Source: an optimization exercise on an open RTL-to-GDS flow (aim: small area and a short achievable clock period). Production flows keep margins and buffers that such runs may drop.
In this exercise RTL edits were held to simulation tests only and were not proved equivalent to the original.

// tvg_blend4
module tvg_blend4 (
    input  wire         clk,
    input  wire         rst,           
    input  wire         in_valid,
    input  wire [1:0]   in_op,         
    input  wire         in_cs,         
    input  wire [1:0]   in_mm,         
    input  wire [31:0]  in_color,      
    input  wire [7:0]   in_opacity,    
    input  wire [7:0]   in_cov,        
    input  wire [127:0] in_dst,        
    input  wire [127:0] in_src,        
    input  wire [127:0] in_mask,       
    output reg          out_valid,
    output wire [127:0] out_pix,       
    output reg          out_dst_rd,    
    output reg          out_mask_rd    
);
    reg         v0;
    reg [1:0]   op0;
    reg         cs0;
    reg [1:0]   mm0;
    reg [7:0]   ca0;
    reg [7:0]   opa0;
    reg [7:0]   cov0;
    always @(posedge clk) begin
        if (rst)
            v0 <= 1'b0;
        else
            v0 <= in_valid;
        op0  <= in_op;
        cs0  <= in_cs;
        mm0  <= in_mm;
        ca0  <= in_color[31:24];
        opa0 <= in_opacity;
        cov0 <= in_cov;
    end
    wire is_clear = (op0 == 2'd0);
    wire is_image = op0[1];
    wire maskon   = mm0[1];
    wire [7:0] u_hi, u_g, u_lo;
    tvg_am8_r u_am_hi (
        .clk (clk),
        .a   (in_op[1] ? in_opacity : in_cs ? in_color[7:0] : in_color[23:16]),
        .b   (in_op[1] ? in_cov     : in_color[31:24]),
        .y   (u_hi)
    );
    tvg_am8_r u_am_g  (.clk(clk), .a(in_color[15:8]), .b(in_color[31:24]), .y(u_g));
    tvg_am8_r u_am_lo (
        .clk (clk),
        .a   (in_cs ? in_color[23:16] : in_color[7:0]),
        .b   (in_color[31:24]),
        .y   (u_lo)
    );
    wire [31:0] color_pm = {ca0, u_hi, u_g, u_lo};
    wire [7:0] k_other = is_clear ? 8'h00 : is_image ? opa0 : cov0;
    wire [7:0] k_s1    = (op0 == 2'd3) ? u_hi : k_other;
    wire direct = !is_image && !is_clear && (ca0 == 8'hFF) && (mm0 == 2'd0) && (cov0 == 8'hFF);
    genvar g;
    generate
        for (g = 0; g < 4; g = g + 1) begin : g_lane
            tvg_lane u_lane (
                .clk      (clk),
                .in_img   (in_op[1]),
                .in_src   (in_src[32*g +: 32]),
                .in_dst   (in_dst[32*g +: 32]),
                .in_ma    (in_mask[32*g+24 +: 8]),
                .k        (k_s1),
                .color_pm (color_pm),
                .clear    (is_clear),
                .maskon   (maskon),
  ...
Size in the first run: ~1400 flip-flops, about 570 I/O pins, about 0.11 mm2 of cells after synthesis.
==> flow/config.mk <==
export PLATFORM = sky130hd
export DESIGN_NAME = tvg_blend4
export DESIGN_NICKNAME = tvg_blend4
export VERILOG_FILES = /design/flow/design.v
export SDC_FILE = /design/flow/constraint.sdc
export NUM_CORES = 4
export LEC_CHECK = 0
export CAP_MARGIN = 35
export CORE_MARGIN = 2
export CORE_UTILIZATION = 75
export CTS_CLUSTER_DIAMETER = 60
export CTS_CLUSTER_SIZE = 20
export PLACE_DENSITY = 0.82
export SLEW_MARGIN = 60
export SYNTH_HIERARCHICAL = 1
==> flow/constraint.sdc <==
create_clock -name core_clock -period 30.0 [get_ports {clk}]
set_input_delay 6.0000 -clock core_clock [delete_from_list [all_inputs] [get_ports {clk}]]
set_output_delay 6.0000 -clock core_clock [all_outputs]
set_load 0.01 [all_outputs]
standard.sh (not shown) runs the stock make flow with config.mk's settings and CLKGATE_MAP_FILE= SYNTH_SCRIPT=/design/flow/synth_recipe.tcl, a recipe that flattens the netlist after the stock synthesis.
==> flow/flow/run.sh <==
#!/bin/bash
# Layout of the version: the standard flow (standard.sh: ORFS synthesis
# and layout, unchanged), with the port buffers that global placement
# inserts on every input and output made sky130_fd_sc_hd__buf_2 instead of
# the flow's default choice (clkdlybuf4s50_1, a slow delay cell).
set -euo pipefail
export BUFFER_PORTS_ARGS="-buffer_cell sky130_fd_sc_hd__buf_2"
bash standard.sh > standard.log 2>&1
Rerun with:
CAP_MARGIN = 50   (was 35)
SLEW_MARGIN = 75   (was 60)
Result: The changed run produced a clean layout. Final cell count hardly moves. Synthesized area is unchanged. Count of clock-buffer cells in the layout climbs by 3. Maximum frequency shrinks by 0.52%. Hold slack hardly moves. Final area came out higher by 1.1%. Routed wire length climbs by 0.93%. Die area does not change. Utilization went up by 0.87 points.

========
v32:
tvg_blend4 again, from the RTL that the note above started with.
## tvg_blend4
module tvg_blend4 (
    input  wire         clk,
    input  wire         rst,           
    input  wire         in_valid,
    input  wire [1:0]   in_op,         
    input  wire         in_cs,         
    input  wire [1:0]   in_mm,         
    input  wire [31:0]  in_color,      
    input  wire [7:0]   in_opacity,    
    input  wire [7:0]   in_cov,        
    input  wire [127:0] in_dst,        
    input  wire [127:0] in_src,        
    input  wire [127:0] in_mask,       
    output reg          out_valid,
    output wire [127:0] out_pix,       
    output reg          out_dst_rd,    
    output reg          out_mask_rd    
);
==> flow/config.mk <==
export PLATFORM = sky130hd
export DESIGN_NAME = tvg_blend4
export DESIGN_NICKNAME = tvg_blend4
export VERILOG_FILES = /design/flow/design.v
export SDC_FILE = /design/flow/constraint.sdc
export NUM_CORES = 4
export LEC_CHECK = 0
export CAP_MARGIN = 20
export CORE_MARGIN = 2
export CORE_UTILIZATION = 75
export CTS_CLUSTER_DIAMETER = 60
export CTS_CLUSTER_SIZE = 20
export PLACE_DENSITY = 0.82
export SLEW_MARGIN = 40
export SYNTH_HIERARCHICAL = 1
==> flow/constraint.sdc <==
create_clock -name core_clock -period 30.0 [get_ports {clk}]
set_input_delay 6.0000 -clock core_clock [delete_from_list [all_inputs] [get_ports {clk}]]
set_output_delay 6.0000 -clock core_clock [all_outputs]
set_load 0.01 [all_outputs]
Scripts as last shown in full above: flow/flow/run.sh
v32 reached the final stage; the timing, DRC and antenna checks on its layout passed.
--- input diff v32..v9 ---
Settings: SLEW_MARGIN: 40 -> 75; PLACE_DENSITY: 0.82 -> 0.86; CORE_UTILIZATION: 75 -> 80; CAP_MARGIN: 20 -> 50.
[summary]
Of v9 and v32, v9 shows the higher final routed wire length divided by cell count, with v32 below it. The critical path capture point comes out out_pix[73] in one run and out_pix[31] in the other, namely in v32 and v9 respectively. Relative to v32, the global-route usage of v9 is higher by 3.9 points. For the routed wire length, v9 came in 13 mm higher than v32 did. Compare v9 and v32 | die outline width higher: v32.

-- separate check: timing with driven ports --
Ports are ideal in the flow. The routed layouts listed here were re-timed in OpenROAD. Step 1: set_driving_cell puts a clkbuf_16 on clk and a buf_2 on each other input, an assumption about the parent block. Step 2 adds t to the input delays and takes it off the output delays; t is the mean of the earliest and latest rising clock arrival at the registers after step 1. Input paths then give back, and output paths get back, about the clock's delay inside the block. Slacks: ideal ports / drivers / drivers and shift; pairs: ideal ports / drivers.
| run | shift t [ns] | setup WS [ns] | worst setup path after step 2 |
|---|---|---|---|
| the first run of note 1 | 0.845 | 22.698 / 22.604 / 23.042 | register to register |
| the second run of note 1 | 0.851 | 22.659 / 22.573 / 23.075 | input to register |
| v32 | 0.845 | 22.685 / 22.592 / 22.908 | input to register |
| v9 | 0.856 | 22.684 / 22.590 / 23.132 | input to register |
After both steps setup and hold are still met in every run listed.
